Background: an optimization exercise with open tools, aiming at small area, a short achievable clock period and few clock cycles per item. Do not read the settings as production practice.
The RTL was checked by simulation tests, not by an equivalence proof against the original design.

==> flow/design.v, too long to show whole: its modules and the start of the top module <==
// module icc2x_mod: 401 lines
// module icc2x_sine: 9 lines
// module icc2x_sine_rom: 2917 lines
// module icc2x_benc: 33 lines
// module icc2x_mul: 454 lines
// module icc2x_div: 244 lines
module icc2x_mod (
    input  wire        clk,
    input  wire        rst,
    input  wire        req_valid,
    input  wire        req_cmd,       
    input  wire [63:0] req_word,      
    output wire        req_ready,
    output reg         res_valid,
    output reg  [15:0] cmp_a,
    output reg  [15:0] cmp_b,
    output reg  [15:0] cmp_c,
    output reg  [15:0] prd,
    output reg  [9:0]  db,
    output wire [9:0]  ramp_cur,
    output wire [31:0] ang
);
  // ...
==> flow/run.sh <==
#!/bin/bash
# synth_recipe.tcl (not shown) runs the flow's synth.tcl, then flattens the netlist and writes it again
# the make line also repeats each setting of config.mk as NAME=value (left out here)
make -C /OpenROAD-flow-scripts/flow DESIGN_CONFIG=/design/flow/config.mk WORK_HOME=/design/flow/orfs CLKGATE_MAP_FILE= SYNTH_SCRIPT=/design/flow/synth_recipe.tcl finish
==> flow/config.mk <==
export PLATFORM = sky130hd
export DESIGN_NAME = icc2x_mod
export DESIGN_NICKNAME = icc2x_mod
export VERILOG_FILES = /design/flow/design.v
export SDC_FILE = /design/flow/constraint.sdc
export NUM_CORES = 4
export LEC_CHECK = 0
export CAP_MARGIN = 20
export CORE_MARGIN = 2
export CORE_UTILIZATION = 55
export SETUP_SLACK_MARGIN = 5
export SLEW_MARGIN = 20
export SYNTH_MEMORY_MAX_BITS = 32768
export TNS_END_PERCENT = 5
==> flow/constraint.sdc <==
create_clock -name core_clock -period 10.0 [get_ports {clk}]
set_input_delay 2.0000 -clock core_clock [delete_from_list [all_inputs] [get_ports {clk}]]
set_output_delay 2.0000 -clock core_clock [all_outputs]
set_load 0.01 [all_outputs]
==> reports/qor.log, run 1 <==
INFO  finish         nFlopsAndLatches=794
INFO  sta            worst_slack=3720ps
INFO  run            maxCapViolCount=0
INFO  sta            finalSetupTns=0ps
INFO  finish         finish.cell_count_without_fillers=13300
INFO  critical_path  type_of_the_setup_path_with_the_least_slack=reg -> reg
INFO  finish         synthToLayoutAreaGrowth=17.7%
INFO  finish         fraction_of_area_in_multi_input_gates=0.656
INFO  critical_path  timing.critical_path.mode_cell=fa_1
INFO  detailed_routing final_antenna_net_count=0
INFO  synth          yosys_register_bits=794
INFO  critical_path  regToRegStartpoint=g_cur[13]$_SDFFE_PP0P_
INFO  detailed_routing met2_wirelength=149000µm
INFO  finish         area_of_the_multi_input_gates=72400µm²
INFO  detailed_routing detailroute.via_count=84600
INFO  clock_network  cts_max_path_buffers=3
INFO  synth          synth.yosys.seq_area_share=0.192
INFO  run_status     run_status=finished clean
INFO  synth          ys_warn_count=1
INFO  clock_network  cts_num_sinks=794
INFO  synth          synthAdderAreaFrac=0.285
INFO  finish         nClkBuffers=125
INFO  detailed_routing avgViaCountPerCell=6.34
INFO  critical_path  cp_data_required_time=10630ps
INFO  finish         non_clock_inverter_count=1356
INFO  detailed_routing drc=0
INFO  finish         layout.buffer.nonclock.area_share=0.0764
Testbench counts, summed over its fixed seeds: cycles 13,264, ticks 11,259.
==> run 2, diff against run 1 <==
--- a/flow/config.mk
+++ b/flow/config.mk
@@ -13,2 +13,2 @@
 export SYNTH_MEMORY_MAX_BITS = 32768
-export TNS_END_PERCENT = 5
+export TNS_END_PERCENT = 0
==> run 2 against run 1 <==
Synthesized area is the same. Critical path depth up 1. Highest routed layer is now met4. First-iteration DRC count down 11%. Die area is the same. Worst setup slack got worse by 96 ps. Register-to-register slack worse by 96 ps. Clock skew decreased by 2.3 ps.
==> reports/qor.log, run 2 <==
INFO  run_status     run_status=finished clean
INFO  detailed_routing avgViaCountPerCell=6.31 [-0.55%]
INFO  detailed_routing detail_route.iter0.violations=7656
INFO  place          globalplace.congestion=0.973
INFO  critical_path  buffers_and_inverters_on_the_worst_path=6
INFO  synth          synthArstFlopShare=0
INFO  critical_path  crit_fanout=43
INFO  synth          yosys_register_bits=794 [unchanged]
INFO  synth          ys_types=128
INFO  sta            hold_viol_final=0
INFO  synth          yosysTopAreaCell=fa_1
INFO  synth          synth_common_cells=1338 x inv_1, 912 x xnor2_1, 860 x ha_1
INFO  critical_path  worstSetupStartpointType=flop
INFO  detailed_routing drc=0 [unchanged]
INFO  global_route   grt_first_pass_wirelength=488000µm
INFO  sta            final.setup_skew=49.9ps
INFO  detailed_routing routed_wirelength=316000µm
INFO  synth          postSynthAreaPerCell=8.69µm²
INFO  detailed_routing routedWlPerCell=24.1µm
INFO  finish         most_frequent_cells_in_the_layout=1325 x inv_1, 904 x xnor2_1, 811 x ha_1
INFO  finish         post-route-cell-area=106000µm²
INFO  place          placed_cell_area=97700µm²
INFO  die            core_area=169000µm²
INFO  place          dp.cells=12700
INFO  synth          mapped_cell_area=93900µm²
INFO  place          buffer_ports.inserted=159
INFO  global_route   initial_antenna_violation_count=4
INFO  detailed_routing detailroute.via_count=82700 [-2.2%]
INFO  synth          ys_warn_count=1 [unchanged]
INFO  synth          synthDominantCellAreaShare=0.170
INFO  finish         synthToLayoutAreaGrowth=12.6%
INFO  finish         finish.cell_count_without_fillers=13100 [-1.7%]
INFO  place          dp_worst_setup_slack=1790ps
INFO  clock_network  cts_num_sinks=794 [unchanged]
INFO  die            initial_utilization=0.554
INFO  die            fp.dieW=417µm
INFO  synth          synth_cells=10800
INFO  clock_network  cts_buffers=93
INFO  clock_network  worst_skew_pair.late_latency=760ps
INFO  synth          ys_top_cells_by_area=fa_1 17%, dfxtp_1 12%, ha_1 11%, xnor2_1 8.5%, edfxtp_1 6.7%
INFO  sta            period_needed=6370ps
INFO  critical_path  max_stage_delay=700ps
INFO  die            die_height=417µm
INFO  clock_network  clock_tree_root=clkbuf_16
INFO  place          place.detailed.hpwl=218000µm
INFO  sta            max-slew-margin-rel=0.237
INFO  die            rows=151
INFO  critical_path  timing.critical_path.slowest_stage_cell=nor4_1
INFO  critical_path  timing.critical_path.mode_cell=inv_1
INFO  run            maxCapViolCount=0 [unchanged]
INFO  sta            final_max_slew_viols=0
INFO  clock_network  cts_hold_repair.buffers=0
INFO  clock_network  cts_htree_levels=3
INFO  sta            worstMarginPinSlew=1140ps
INFO  critical_path  type_of_the_setup_path_with_the_least_slack=reg -> reg
INFO  critical_path  cp-end-kind=flop
INFO  sta            grt_setup_unrepaired=true
INFO  critical_path  worst-endpoint-arrival=6980ps
INFO  finish         commonest_non_fill_non_tap_cell_in_the_layout=inv_1
INFO  sta            worst_slack=3630ps [-95.8 ps]
INFO  detailed_routing highest_layer=met4
INFO  global_route   gr-total-overflow=0
INFO  synth          synth.yosys.seq_area_share=0.192 [unchanged]
INFO  detailed_routing met2_wirelength=145000µm [-2.7%]
INFO  sta            setup_violations=0
INFO  clock_network  tritoncts=done
INFO  sta            timing.final.crit_share=0.637
INFO  sta            finalSetupTns=0ps [unchanged]
INFO  detailed_routing final_antenna_net_count=0 [unchanged]
INFO  critical_path  critical-path-top-delay-family=compound AO/OA/AOI/OAI gates
INFO  clock_network  cts_max_path_buffers=3 [unchanged]
INFO  synth          synth-main-ff-cell=dfxtp_1
INFO  global_route   grt_pass1_vias=83800
INFO  sta            fmax=0.157GHz
INFO  finish         final.fill_count=14500
INFO  min_path       class_of_the_tightest_hold_or_removal_check=reg -> reg
INFO  detailed_routing wl_met3=29000µm
INFO  die            pin_count=186
INFO  finish         nNetsFinal=12500
INFO  global_route   global_route.usage.total=0.357
INFO  detailed_routing met1_length=122000µm
INFO  synth          number_of_synthesized_flops_with_an_enable_pin=211
INFO  clock_network  cts.reportedPaths.clkPinSlew=60ps
INFO  synth          post-synth-top-count-cell=inv_1
INFO  finish         drive_gt1_frac=0.109
INFO  die            fp.dieArea=174000µm²
INFO  critical_path  cp_data_required_time=10610ps [-20 ps]
INFO  global_route   largest_net_degree_at_the_start_of_global_routing=80
INFO  detailed_routing drt_pass1_iterations=10
## run 2: cells by family (layout without fill, tap and decap cells)
family | after synthesis | in the layout | share of synthesized area
DFF | 794 | 794 | 0.192
buffers and inverters | 2064 | 2165 | 0.0842
xor gates and xnor gates | 1075 | 1075 | 0.101
AOI/OAI and AO/OA | 2711 | 2711 | 0.200
adders and majority gates | 1660 | 1660 | 0.285
and+or+nand+nor | 2278 | 2279 | 0.114
other | 1 | 4 | 0.0000399
muxes | 217 | 217 | 0.0243
## run 2: metal layers
| metal | GRT usage | vias up |
|---|---|---|
| li1 | - | 37300 |
| met1 | 0.442 | 40200 |
| met2 | 0.581 | 4190 |
| met4 | 0.195 | 0 |
| met5 | 0 | - |
| met3 | 0.0757 | 1074 |
## run 2: final cells by class
type | count | area, µm² | share of cell area
well taps | 2218 | 2780 | 0.0263
clock inverters | 49 | 599 | 0.00567
repair inverters | 3 | 20.0 | 0.000189
repair buffers | 632 | 6080 | 0.0575
clock buffers | 127 | 2730 | 0.0258
diodes | 2 | 5.00 | 0.0000474
inverters | 1354 | 5160 | 0.0488
flip-flops and latches | 794 | 18200 | 0.172
multi-input cells | 7944 | 70100 | 0.663
## run 2: final timing paths
| path | endpoint | slack, ps | from | depth (start not counted) |
|---|---|---|---|---|
| min reg2reg | ang3[18]$_DFF_P_ | 320 | ang2[18]$_DFF_P_ | 0 |
| min | ang3[18]$_DFF_P_ | 320 | ang2[18]$_DFF_P_ | 0 |
| max reg2reg | bo_a[6]$_DFF_P_ | 3630 | ts[3]$_SDFFE_PP0P_ | 25 |
| max | bo_a[6]$_DFF_P_ | 3630 | ts[3]$_SDFFE_PP0P_ | 25 |
## run 2: through the flow
step | util | hold slack [ps]
finish | 0.624 | 318
global route | 0.624 | 328
CTS | 0.620 | 322
detailed placement | 0.576 | 312
global placement | 0.576 | 311
floorplan | - | 310
## run 2: timing repair
action / 4_1_cts / 5_1_grt
gates resized for setup: 535 / 69
buffers inserted: 198 / 39
setup endpoints to repair: 250 / 261
gates cloned: 6 / 3
pin swaps: 101 / 28
## run 2: worst register-to-register path, stage by stage (launching register included)
cell	delay [ps]
dfxtp_2	390
ha_1	200
inv_1	60
fa_1	400
a21boi_0	160
o31ai_1	280
o2111a_2	290
a21oi_2	120
o21a_1	280
o311a_4	430
inv_1	140
ha_1	190
a21boi_2	290
a21oi_2	170
xnor2_4	140
buf_4	330
buf_8	350
ha_4	320
inv_1	230
o32ai_1	170
a221oi_1	120
nor4_1	700
or2_1	220
inv_1	40
mux2i_1	140
nor2_1	60
==> run 3, diff against run 2 <==
--- a/flow/config.mk
+++ b/flow/config.mk
@@ -10,2 +10,3 @@
 export CORE_UTILIZATION = 55
+export PLACE_DENSITY = 0.7
 export SETUP_SLACK_MARGIN = 5
==> run 3 against run 2 <==
Still clean. Core utilization is 0.39 points higher. Die area stayed put. Synthesized area stayed put. Final cell count hardly changed. Largest cell class unchanged.
==> reports/qor.log, run 3 <==
INFO  critical_path  timing.reg2reg.worst_path_depth=23 [-8.0%]
INFO  critical_path  cp_data_required_time=10610ps [about the same]
INFO  clock_network  cts.reportedPaths.clkPinSlew=90ps [+30 ps]
INFO  finish         synthToLayoutAreaGrowth=13.3%
INFO  clock_network  cts_num_sinks=794 [unchanged]
INFO  place          globalplace.congestion=1.01 [+3.8%]
INFO  sta            final.setup_skew=50.5ps [+0.579 ps]
INFO  detailed_routing final_antenna_net_count=0 [unchanged]
INFO  sta            timing.final.crit_share=0.636 [-0.00118]
INFO  global_route   global_route.usage.total=0.362 [+0.00437]
INFO  detailed_routing drt_pass1_iterations=8 [-2]
INFO  sta            hold_viol_final=0 [unchanged]
INFO  synth          synth-compound-area-share=0.200 [unchanged]
INFO  synth          ys_warn_count=1 [unchanged]
INFO  detailed_routing routed_wirelength=321000µm [+1.6%]
INFO  sta            finalSetupTns=0ps [unchanged]
INFO  synth          synth-main-ff-cell=dfxtp_1
INFO  sta            period_needed=6360ps [-11.8 ps]
INFO  synth          synth_common_cells=1338 x inv_1, 912 x xnor2_1, 860 x ha_1
INFO  min_path       class_of_the_tightest_hold_or_removal_check=reg -> reg
INFO  synth          mapped_cell_area=93900µm² [unchanged]
INFO  die            pin_count=186 [unchanged]
INFO  min_path       min_path_cells=0 [unchanged]
INFO  synth          synthXorXnorAreaFrac=0.101 [unchanged]
INFO  critical_path  crit_fanout=41 [-4.7%]
INFO  synth          postSynthAreaPerCell=8.69µm² [unchanged]
INFO  sta            fmax=0.157GHz [+0.19%]
INFO  detailed_routing detailroute.via_count=83800 [+1.3%]
INFO  global_route   grt_first_pass_wirelength=495000µm [+1.4%]
INFO  sta            max-slew-margin-rel=0.223 [-0.0148]
INFO  sta            worstMarginPinSlew=1170ps [+22.1 ps]
INFO  clock_network  worst_skew_pair.late_latency=770ps [about the same]
INFO  die            fp.dieArea=174000µm² [unchanged]
INFO  detailed_routing detail_route.iter0.violations=8348 [+9.0%]
INFO  critical_path  timing.critical_path.from=ts[3]$_SDFFE_PP0P_
INFO  synth          synthAdderAreaFrac=0.285 [unchanged]
INFO  synth          number_of_synthesized_flops_with_an_enable_pin=211 [unchanged]
INFO  sta            setup_violations=0 [unchanged]
INFO  critical_path  worst-endpoint-arrival=6970ps [about the same]
INFO  synth          yosys_register_bits=794 [unchanged]
INFO  run_status     run_status=finished clean
INFO  synth          synth_cells=10800 [unchanged]
INFO  critical_path  max_stage_delay=540ps [-160 ps]
INFO  die            rows=151 [unchanged]
INFO  die            die_height=417µm [unchanged]
INFO  global_route   initial_antenna_violation_count=7 [+3]
INFO  clock_network  clock_tree_root=clkbuf_16
INFO  run            maxCapViolCount=0 [unchanged]
INFO  global_route   largest_net_degree_at_the_start_of_global_routing=79 [-1.3%]
INFO  synth          synth_top_family_by_area=adder cells
INFO  place          buffer_ports.inserted=159 [unchanged]
INFO  finish         commonest_non_fill_non_tap_cell_in_the_layout=inv_1
INFO  detailed_routing routedWlPerCell=24.4µm [+1.5%]
INFO  sta            grt_setup_unrepaired=true
INFO  finish         drive_gt1_frac=0.114 [+0.00410]
INFO  synth          synthArstFlopShare=0 [unchanged]
INFO  synth          post-synth-top-count-cell=inv_1
INFO  die            initial_utilization=0.554 [unchanged]
INFO  synth          post_synth_mux_area_share=0.0243 [unchanged]
INFO  synth          synth_simple_gate_area_frac=0.114 [unchanged]
INFO  finish         postLayoutCoreUtil=0.628 [+0.00394]
INFO  clock_network  cts_htree_levels=3 [unchanged]
INFO  critical_path  regToRegStartpoint=ts[3]$_SDFFE_PP0P_
INFO  finish         nNetsFinal=12600 [+0.11%]
INFO  synth          ys_top_cells_by_area=fa_1 17%, dfxtp_1 12%, ha_1 11%, xnor2_1 8.5%, edfxtp_1 6.7%
INFO  clock_network  cts_buffers=92 [-1.1%]
INFO  min_path       min_from=ang2[29]$_DFF_P_
INFO  sta            final_max_slew_viols=0 [unchanged]
INFO  detailed_routing avgViaCountPerCell=6.38 [+1.2%]
INFO  critical_path  cp-end-kind=flop
INFO  synth          synth.yosys.seq_area_share=0.192 [unchanged]
INFO  global_route   gr-total-overflow=0 [unchanged]
INFO  detailed_routing drc=0 [unchanged]
INFO  synth          ys_types=128 [unchanged]
INFO  clock_network  tritoncts=done
INFO  place          place.detailed.hpwl=221000µm [+1.6%]
INFO  global_route   grt_pass1_vias=85000 [+1.5%]
INFO  die            fp.dieW=417µm [unchanged]
INFO  clock_network  cts_max_path_buffers=3 [unchanged]
INFO  finish         most_frequent_cells_in_the_layout=1321 x inv_1, 900 x xnor2_1, 806 x ha_1
INFO  critical_path  timing.critical_path.slowest_stage_cell=a2111oi_1
INFO  synth          synthDominantCellAreaShare=0.170 [unchanged]
INFO  die            core_area=169000µm² [unchanged]
INFO  critical_path  type_of_the_setup_path_with_the_least_slack=reg -> reg
INFO  synth          yosysTopAreaCell=fa_1
INFO  critical_path  crit_chain=ha_1 -> inv_1 -> fa_2 -> a21boi_0 -> o31ai_1 -> o2111a_2 -> a21oi_4 -> a211o_1 -> o21ba_2 -> xnor2_4 -> nand3_4 -> nand2_4 -> inv_1 -> buf_4 -> ha_1 -> and2_1 -> a2111oi_1 -> o32ai_1 -> mux2i_2 -> o22ai_2 -> and2_1 -> mux2i_1 -> nor2_1
INFO  critical_path  worstSetupStartpointType=flop
INFO  finish         final.fill_count=14200 [-1.8%]
## run 3: cell counts after synthesis
No cell type changed its count.
## run 3: cell type report
cell class / count / area (µm²) / share of cell area
Sequential cell: 794 / 18200 / 0.171
Clock buffer: 130 / 2780 / 0.0261
Multi-Input combinational cell: 7945 / 70500 / 0.663
Tap cell: 2218 / 2780 / 0.0261
Antenna cell: 2 / 5.00 / 0.0000471
Timing Repair Buffer: 648 / 6450 / 0.0607
Inverter: 1354 / 5130 / 0.0482
Clock inverter: 42 / 523 / 0.00492
Timing Repair inverter: 1 / 5.00 / 0.0000471
## run 3: worst paths after layout
kind,endpoint,slack (ps)
setup / recovery,bt_a[3]$_DFF_P_,3640
setup reg to reg,bt_a[3]$_DFF_P_,3640
hold reg to reg,ang3[29]$_DFF_P_,310
hold / removal,ang3[29]$_DFF_P_,310
## run 3: metrics by stage
step	hold slack, ps	cells	worst slack (ps)	area, µm²
final	313	13100	3640	106000
after global routing	325	13100	3540	106000
after CTS	318	13100	3860	106000
after detailed placement	312	12700	1880	98000
after global placement	311	12700	1750	98000
after floorplan	310	10800	4030	94600
## run 3: metal layers
metal	wire, µm	vias to the layer above	track usage	share of wire
li1	-	37300	-	-
met1	125000	41000	0.450	0.39
met2	147000	4288	0.587	0.46
met3	30000	1199	0.0798	0.094
met4	19200	8	0.189	0.060
met5	108	-	0.00194	0.00034
## run 3: cells by family (layout without fill, tap and decap cells)
family | count (synthesis) | count (layout)
AO/OA/AOI/OAI | 2711 | 2711
XOR/XNOR | 1075 | 1075
adder cells (fa/ha/maj) | 1660 | 1660
buffers and inverters | 2064 | 2175
flip-flops | 794 | 794
multiplexers | 217 | 217
other | 1 | 4
AND/OR/NAND/NOR | 2278 | 2280
## run 3: critical path: cells and delay by family (launching register included)
family                     cells  cell delay (ps)
DFF                            1              370
muxes                          2              470
xor gates and xnor gates       1              330
and+or+nand+nor                5             1130
AOI/OAI and AO/OA              9             2510
buffers and inverters          3              430
adders and majority gates      3              910
## run 3: what timing repair did
action / in CTS / in global routing
buffers inserted: 180 / 33
pin swaps: 101 / 31
hold buffers: 0 / 0
setup endpoints to repair: 300 / 395
gates resized for setup: 595 / 92
gates cloned: 7 / 1
==> run 4, diff against run 3 <==
--- a/flow/config.mk
+++ b/flow/config.mk
@@ -9,4 +9,3 @@
 export CORE_MARGIN = 2
-export CORE_UTILIZATION = 55
-export PLACE_DENSITY = 0.7
+export CORE_UTILIZATION = 65
 export SETUP_SLACK_MARGIN = 5
==> run 4 against run 3 <==
Still clean. Clock skew down 3.9 ps. Via count up 2.3%. Critical path depth unchanged. Register-to-register slack worse by 80 ps. Worst setup slack worse by 82 ps. Count of clock-buffer cells in the layout down 12. Final cell count down 2.6%. Synthesized cell count unchanged. Critical path type unchanged. Cell area down 0.89%. Sequential share of layout area up 0.13 points. Synthesized area unchanged.
==> reports/qor.log, run 4 <==
INFO  synth          synth_common_cells=1338 x inv_1, 912 x xnor2_1, 860 x ha_1
INFO  synth          synthDominantCellAreaShare=0.170 [unchanged]
INFO  finish         most_frequent_cells_in_the_layout=1321 x inv_1, 899 x xnor2_1, 809 x ha_1
INFO  finish         synthToLayoutAreaGrowth=12.3%
INFO  clock_network  worst_skew_pair.late_latency=750ps [-20 ps]
INFO  critical_path  cp_data_required_time=10630ps [+20 ps]
INFO  place          place.detailed.hpwl=213000µm [-3.8%]
INFO  synth          ys_types=128 [unchanged]
INFO  detailed_routing routedWlPerCell=24.8µm [+1.6%]
INFO  synth          yosys_register_bits=794 [unchanged]
INFO  critical_path  crit_fanout=14 [-66%]
INFO  clock_network  cts_hold_repair.buffers=0 [unchanged]
INFO  min_path       class_of_the_tightest_hold_or_removal_check=reg -> reg
INFO  die            fp.dieW=384µm [-7.9%]
INFO  sta            setup_violations=0 [unchanged]
INFO  detailed_routing avgViaCountPerCell=6.70 [+5.0%]
INFO  synth          synth-main-ff-cell=dfxtp_1
INFO  clock_network  cts_buffers=92 [unchanged]
INFO  synth          postSynthAreaPerCell=8.69µm² [unchanged]
INFO  detailed_routing final_antenna_net_count=0 [unchanged]
INFO  synth          ys_warn_count=1 [unchanged]
INFO  critical_path  worstSetupStartpointType=flop
INFO  place          buffer_ports.inserted=159 [unchanged]
INFO  synth          synth.yosys.seq_area_share=0.192 [unchanged]
INFO  finish         drive_gt1_frac=0.111 [-0.00269]
INFO  sta            period_needed=6440ps [+82.1 ps]
INFO  synth          yosysTopAreaCell=fa_1
INFO  run            maxCapViolCount=0 [unchanged]
INFO  run_status     run_status=finished clean
INFO  die            pin_count=186 [unchanged]
INFO  detailed_routing drc=0 [unchanged]
INFO  critical_path  type_of_the_setup_path_with_the_least_slack=reg -> reg
INFO  sta            worstMarginPinSlew=1090ps [-79.5 ps]
INFO  die            fp.dieArea=148000µm² [-15%]
INFO  die            initial_utilization=0.654 [+0.100]
INFO  place          dp_worst_setup_slack=1900ps [+24.1 ps]
INFO  sta            max-slew-margin-rel=0.273 [+0.0505]
INFO  detailed_routing drt_pass1_iterations=11 [+3]
INFO  clock_network  cts_num_sinks=794 [unchanged]
INFO  die            rows=139 [-7.9%]
INFO  synth          post-synth-top-count-cell=inv_1
INFO  critical_path  timing.reg2reg.worst_path_depth=23 [unchanged]
INFO  clock_network  clock_tree_root=clkbuf_16
INFO  clock_network  cts_max_path_buffers=3 [unchanged]
INFO  clock_network  cts_htree_levels=3 [unchanged]
INFO  detailed_routing routed_wirelength=318000µm [-0.99%]
INFO  global_route   gr-total-overflow=0 [unchanged]
INFO  die            core_area=143000µm² [-15%]
INFO  min_path       min_path_cells=0 [unchanged]
INFO  global_route   grt_pass1_vias=86200 [+1.4%]
INFO  clock_network  tritoncts=done
INFO  global_route   largest_net_degree_at_the_start_of_global_routing=74 [-6.3%]
INFO  sta            final.setup_skew=46.5ps [-3.95 ps]
INFO  die            die_height=384µm [-7.9%]
INFO  global_route   initial_antenna_violation_count=5 [-2]
INFO  synth          number_of_synthesized_flops_with_an_enable_pin=211 [unchanged]
INFO  synth          synthArstFlopShare=0 [unchanged]
INFO  critical_path  worst-endpoint-arrival=7080ps [+110 ps]
INFO  sta            hold_viol_final=0 [unchanged]
INFO  critical_path  cp-end-kind=flop
INFO  sta            final_max_slew_viols=0 [unchanged]
INFO  sta            grt_setup_unrepaired=true
INFO  sta            fmax=0.155GHz [-1.3%]
INFO  finish         nNetsFinal=12500 [-0.18%]
INFO  finish         commonest_non_fill_non_tap_cell_in_the_layout=inv_1
INFO  global_route   grt_first_pass_wirelength=484000µm [-2.1%]
INFO  sta            finalSetupTns=0ps [unchanged]
INFO  sta            timing.final.crit_share=0.644 [+0.00821]
INFO  global_route   global_route.usage.total=0.417 [+0.0552]
INFO  detailed_routing detail_route.iter0.violations=10400 [+25%]
INFO  detailed_routing detailroute.via_count=85700 [+2.3%]
INFO  synth          ys_top_cells_by_area=fa_1 17%, dfxtp_1 12%, ha_1 11%, xnor2_1 8.5%, edfxtp_1 6.7%
INFO  clock_network  cts.reportedPaths.clkPinSlew=60ps [-30 ps]
INFO  synth          mapped_cell_area=93900µm² [unchanged]
INFO  sta            worst_slack=3560ps [-82.1 ps]
INFO  synth          synth_cells=10800 [unchanged]
INFO  place          globalplace.congestion=1.04 [+3.1%]
==> run 4: cell counts after synthesis <==
No cell type changed its count.
==> run 4: per-stage QoR <==
| stage | std cells | cell area, µm² | utilization | hold WS [ps] |
|---|---|---|---|---|
| after floorplan | 10800 | 94600 | - | 310 |
| after global placement | 12400 | 97200 | 0.677 | 310 |
| after detailed placement | 12400 | 97200 | 0.677 | 312 |
| after CTS | 12700 | 104000 | 0.726 | 322 |
| after global routing | 12800 | 105000 | 0.735 | 324 |
| final | 12800 | 105000 | 0.735 | 317 |
==> run 4: worst paths after layout <==
check,start,to,slack [ps]
setup reg to reg,g_cur[6]$_SDFFE_PP0P_,y_b[22]$_DFF_P_,3560
hold reg to reg,ang2[22]$_DFF_P_,ang3[22]$_DFF_P_,320
setup / recovery,g_cur[6]$_SDFFE_PP0P_,y_b[22]$_DFF_P_,3560
hold / removal,ang2[22]$_DFF_P_,ang3[22]$_DFF_P_,320
==> run 4: logic make-up (layout without fill, tap and decap cells) <==
logic type / Yosys count / in the layout / synth area share
flip-flops: 794 / 794 / 0.192
XOR/XNOR: 1075 / 1076 / 0.101
multiplexers: 217 / 217 / 0.0243
buffers and inverters: 2064 / 2151 / 0.0842
AO/OA/AOI/OAI: 2711 / 2712 / 0.200
AND/OR/NAND/NOR: 2278 / 2278 / 0.114
adder cells (fa/ha/maj): 1660 / 1660 / 0.285
other: 1 / 6 / 0.0000399
==> run 4: worst max-delay path, stage by stage (launching register included) <==
cell       delay, ps
dfxtp_4          410
buf_12           210
buf_8            230
a22oi_1          110
xnor2_1          220
fa_1             490
fa_1             540
inv_1             60
fa_1             500
inv_1             50
ha_1             190
a2111oi_0        710
a21bo_2          320
a31oi_4          140
o2111ai_4        270
a311oi_4         180
a211oi_4         340
o31a_1           210
o21a_1           190
o211a_1          180
nand2b_1          70
or3_1            330
a31oi_1          210
xor2_1           160
==> run 4: cell type report <==
cell class / instances / area (µm²)
diodes: 4 / 10.0
well taps: 1903 / 2380
flip-flops and latches: 794 / 18200
repair buffers: 624 / 6090
multi-input cells: 7945 / 70400
repair inverters: 3 / 16.3
inverters: 1354 / 5160
clock buffers: 118 / 2580
fillers: 10300 / 38100
clock inverters: 52 / 583
==> run 4: routing by layer <==
layer / global-route usage / wire [µm] / part of all wire
met1: 0.507 / 115000 / 0.36
met4: 0.251 / 23900 / 0.075
met3: 0.106 / 36100 / 0.11
met5: 0 / 38 / 0.00012
met2: 0.665 / 142000 / 0.45
==> run 4: repair_timing <==
| item | in CTS | in global routing |
|---|---|---|
| hold endpoints to repair | 0 | 0 |
| pin swaps | 90 | 58 |
| setup endpoints to repair | 247 | 259 |
| setup buffers | 172 | 65 |
| gates cloned | 7 | 5 |
| gates resized for setup | 504 | 153 |
==> run 5, diff against run 4 <==
--- a/flow/config.mk
+++ b/flow/config.mk
@@ -9,3 +9,3 @@
 export CORE_MARGIN = 2
-export CORE_UTILIZATION = 65
+export CORE_UTILIZATION = 45
 export SETUP_SLACK_MARGIN = 5
@@ -13,2 +13,2 @@
 export SYNTH_MEMORY_MAX_BITS = 32768
-export TNS_END_PERCENT = 0
+export TNS_END_PERCENT = 5
==> run 5 against run 4 <==
Still clean. Cell area increased by 4.7%. Count of clock-buffer cells in the layout increased by 9. Core utilization decreased by 20 points. First-iteration DRC count decreased by 22%. Via count decreased by 2.9%. Hold slack improved by 8.5 ps. Sequential share of layout area decreased by 0.72 points. Routed wire length increased by 3.2%. Largest cell class unchanged.
==> reports/qor.log, run 5 <==
INFO  synth          number_of_synthesized_flops_with_an_enable_pin=211 [unchanged]
INFO  clock_network  cts_max_path_buffers=3 [unchanged]
INFO  critical_path  setup.reg_to_reg.worst_slack=3530ps [-20 ps]
INFO  synth          ys_types=128 [unchanged]
INFO  sta            finalSetupTns=0ps [unchanged]
INFO  clock_network  cts_num_sinks=794 [unchanged]
INFO  synth          synth_top_family_by_area=adder cells
INFO  clock_network  clock_tree_root=clkbuf_16
INFO  synth          mapped_cell_area=93900µm² [unchanged]
INFO  die            rows=167 [+20%]
INFO  critical_path  worstSetupStartpointType=flop
INFO  sta            hold_viol_final=0 [unchanged]
INFO  detailed_routing avgViaCountPerCell=6.01 [-10%]
INFO  global_route   global_route.usage.total=0.302 [-0.115]
INFO  detailed_routing drc=0 [unchanged]
INFO  synth          synth.yosys.seq_area_share=0.192 [unchanged]
INFO  global_route   largest_net_degree_at_the_start_of_global_routing=132 [+78%]
INFO  clock_network  cts_buffers=93 [+1.1%]
INFO  critical_path  regToRegStartpoint=g_cur[8]$_SDFFE_PP0P_
INFO  synth          post_synth_mux_area_share=0.0243 [unchanged]
INFO  clock_network  tritoncts=done
INFO  synth          synth_cells=10800 [unchanged]
INFO  synth          synthArstFlopShare=0 [unchanged]
INFO  synth          postSynthAreaPerCell=8.69µm² [unchanged]
INFO  finish         synthToLayoutAreaGrowth=17.5%
INFO  sta            period_needed=6470ps [+24.2 ps]
INFO  critical_path  timing.critical_path.from=g_cur[8]$_SDFFE_PP0P_
INFO  place          buffer_ports.inserted=159 [unchanged]
INFO  clock_network  cts_htree_levels=3 [unchanged]
INFO  die            die_height=461µm [+20%]
INFO  critical_path  crit_chain=buf_12 -> buf_4 -> a22oi_2 -> xnor2_1 -> fa_1 -> fa_1 -> fa_1 -> fa_2 -> ha_4 -> and4_4 -> o21ai_4 -> nor3_2 -> a21bo_4 -> a31oi_4 -> o2111ai_4 -> a311oi_4 -> a211oi_2 -> o31a_1 -> o21a_2 -> o211a_1 -> nand2b_1 -> or3_4 -> a31oi_1 -> xor2_1
INFO  die            core_area=207000µm² [+44%]
INFO  critical_path  timing.critical_path.mode_cell=fa_1
INFO  synth          synthAdderAreaFrac=0.285 [unchanged]
INFO  sta            fmax=0.155GHz [-0.37%]
INFO  critical_path  timing.critical_path.slowest_stage_cell=fa_1
INFO  critical_path  crit_path_end=y_b[22]$_DFF_P_
INFO  synth          yosysTopAreaCell=fa_1
INFO  die            pin_count=186 [unchanged]
INFO  synth          synth-compound-area-share=0.200 [unchanged]
INFO  die            fp.dieArea=212000µm² [+44%]
INFO  critical_path  type_of_the_setup_path_with_the_least_slack=reg -> reg
INFO  finish         drive_gt1_frac=0.147 [+0.0362]
INFO  global_route   initial_antenna_violation_count=8 [+3]
INFO  synth          synth_simple_gate_area_frac=0.114 [unchanged]
INFO  sta            final_max_slew_viols=0 [unchanged]
INFO  critical_path  timing.reg2reg.worst_path_depth=24 [+4.3%]
INFO  global_route   gr-total-overflow=0 [unchanged]
INFO  critical_path  crit_fanout=10 [-4]
INFO  critical_path  cp-end-kind=flop
INFO  synth          synth_common_cells=1338 x inv_1, 912 x xnor2_1, 860 x ha_1
INFO  run            maxCapViolCount=0 [unchanged]
INFO  sta            final.setup_skew=48.7ps [+2.19 ps]
INFO  synth          synthDominantCellAreaShare=0.170 [unchanged]
INFO  synth          synthXorXnorAreaFrac=0.101 [unchanged]
INFO  finish         final.fill_count=19000 [+85%]
INFO  detailed_routing routedWlPerCell=23.7µm [-4.6%]
INFO  place          place.detailed.hpwl=221000µm [+3.9%]
INFO  detailed_routing routed_wirelength=328000µm [+3.2%]
INFO  critical_path  worst-endpoint-arrival=7090ps [about the same]
INFO  detailed_routing detailroute.via_count=83200 [-2.9%]
INFO  clock_network  cts_hold_repair.buffers=0 [unchanged]
INFO  sta            hold_slack=325ps [+8.51 ps]
INFO  finish         nNetsFinal=12700 [+1.2%]
INFO  global_route   grt_pass1_vias=84000 [-2.5%]
INFO  detailed_routing drt_pass1_iterations=8 [-3]
INFO  clock_network  worst_skew_pair.late_latency=780ps [+30 ps]
INFO  synth          post-synth-top-count-cell=inv_1
INFO  die            fp.dieW=461µm [+20%]
INFO  sta            max-slew-margin-rel=0.237 [-0.0363]
INFO  global_route   grt_first_pass_wirelength=502000µm [+3.7%]
INFO  sta            worstMarginPinSlew=1140ps [+58.1 ps]
INFO  run_status     run_status=finished clean
INFO  synth          ys_warn_count=1 [unchanged]
INFO  critical_path  rr_endpoint=y_b[22]$_DFF_P_
INFO  detailed_routing detail_route.iter0.violations=8190 [-22%]
INFO  sta            setup_violations=0 [unchanged]
INFO  finish         commonest_non_fill_non_tap_cell_in_the_layout=inv_1
INFO  synth          synth-main-ff-cell=dfxtp_1
INFO  die            initial_utilization=0.453 [-0.201]
INFO  place          globalplace.congestion=0.978 [-6.1%]
INFO  synth          yosys_register_bits=794 [unchanged]
INFO  min_path       class_of_the_tightest_hold_or_removal_check=reg -> reg
INFO  detailed_routing final_antenna_net_count=0 [unchanged]
INFO  critical_path  max_stage_delay=590ps [-120 ps]
INFO  critical_path  cp_data_required_time=10620ps [about the same]
INFO  clock_network  cts.reportedPaths.clkPinSlew=60ps [about the same]
INFO  finish         most_frequent_cells_in_the_layout=1301 x inv_1, 895 x xnor2_1, 788 x fa_1
INFO  sta            timing.final.crit_share=0.647 [+0.00242]
INFO  sta            grt_setup_unrepaired=true
INFO  synth          ys_top_cells_by_area=fa_1 17%, dfxtp_1 12%, ha_1 11%, xnor2_1 8.5%, edfxtp_1 6.7%
-- run 5: cell counts after synthesis --
No cell type changed its count.
-- run 5: kinds of logic after synthesis --
logic type | Yosys count
muxes | 217
AOI/OAI and AO/OA | 2711
and+or+nand+nor | 2278
DFF | 794
buffers and inverters | 2064
adders and majority gates | 1660
other | 1
xor gates and xnor gates | 1075
-- run 5: area by class of cell --
type | count | area, µm² | share of cell area
tap | 2788 | 3490 | 0.0316
timing repair buffer | 776 | 7550 | 0.0684
clock buffer | 127 | 2790 | 0.0253
multi-input combinational | 7949 | 72400 | 0.656
inverter | 1354 | 5240 | 0.0475
timing repair inverter | 1 | 5.00 | 0.0000454
antenna | 2 | 5.00 | 0.0000454
clock inverter | 49 | 587 | 0.00532
sequential | 794 | 18200 | 0.165
-- run 5: metrics by stage --
step / setup WS, ps / instance area [µm²] / std cells / util
6_report: 3530 / 110000 / 13800 / 0.532
5_1_grt: 3320 / 110000 / 13800 / 0.532
4_1_cts: 3660 / 108000 / 13700 / 0.521
3_5_place_dp: 2150 / 99200 / 13200 / 0.479
3_3_place_gp: 2210 / 99200 / 13200 / 0.479
2_1_floorplan: 4030 / 96000 / 10800 / -
-- run 5: worst min path at each step --
stage                     startpoint               end  slack (ps)  cells past startpoint
finish                 f1[7]$_DFF_P_     f2[7]$_DFF_P_         330                      0
global placement       f1[2]$_DFF_P_     f2[2]$_DFF_P_         310                      0
CTS                    f1[4]$_DFF_P_     f2[4]$_DFF_P_         330                      0
detailed placement   ang2[3]$_DFF_P_   ang3[3]$_DFF_P_         310                      0
floorplan            ang2[0]$_DFF_P_   ang3[0]$_DFF_P_         310                      0
global route        ang2[20]$_DFF_P_  ang3[20]$_DFF_P_         330                      0
-- run 5: worst max-delay path: cells and delay by family (launching register included) --
| family | cells | cell delay (ps) |
|---|---|---|
| simple gates | 4 | 610 |
| xor+xnor | 2 | 320 |
| compound gates | 11 | 2370 |
| buf+inv | 2 | 320 |
| fa+ha+maj | 5 | 2310 |
| flops | 1 | 390 |
-- run 5: repair_timing --
action                                  CTS  global route
gates resized for setup                 585           259
pin swaps                               167           128
cloned                                   18             3
buffers inserted                        291           121
endpoints found under the setup margin  245           259
-- run 5: metal layers --
layer | vias up | wire length [µm] | GRT usage
met1 | 40800 | 133000 | 0.387
met3 | 1021 | 28000 | 0.0612
met2 | 3769 | 151000 | 0.492
li1 | 37600 | - | -
met5 | - | 68 | 0
met4 | 10 | 16700 | 0.132

==> port drivers added, routing unchanged <==
No port has a modelled driver above. Below, the same layouts with a new extraction and two added sets of constraints.
Step 1, drivers: a clkbuf_16 drives clk and a buf_2 each remaining input, both assumed.
Step 2 moves the port delays by t, midway between the first and last clock arrival at a register: inputs arrive t later, outputs are due t later. That takes back most of the time a late clock gives input paths.
a / b / c = ideal ports / drivers / drivers and shift; a / b = the first two.
| run | t, ns | setup WS [ns] | hold WS [ns] | worst setup path after step 2 | worst data-port slew with drivers (ns) |
|---|---|---|---|---|---|
| run 1 | 0.843 | 3.722 / 3.722 / 3.722 | 0.307 / 0.307 / 0.307 | register to register | 0.07 |
| run 2 | 0.825 | 3.627 / 3.627 / 3.627 | 0.318 / 0.318 / 0.318 | register to register | 0.06 |
| run 3 | 0.831 | 3.638 / 3.638 / 3.638 | 0.313 / 0.313 / 0.313 | register to register | 0.06 |
| run 4 | 0.819 | 3.556 / 3.556 / 3.556 | 0.317 / 0.317 / 0.317 | register to register | 0.06 |
| run 5 | 0.845 | 3.532 / 3.532 / 3.532 | 0.325 / 0.325 / 0.325 | register to register | 0.07 |
After both steps setup and hold are still met in every run listed.
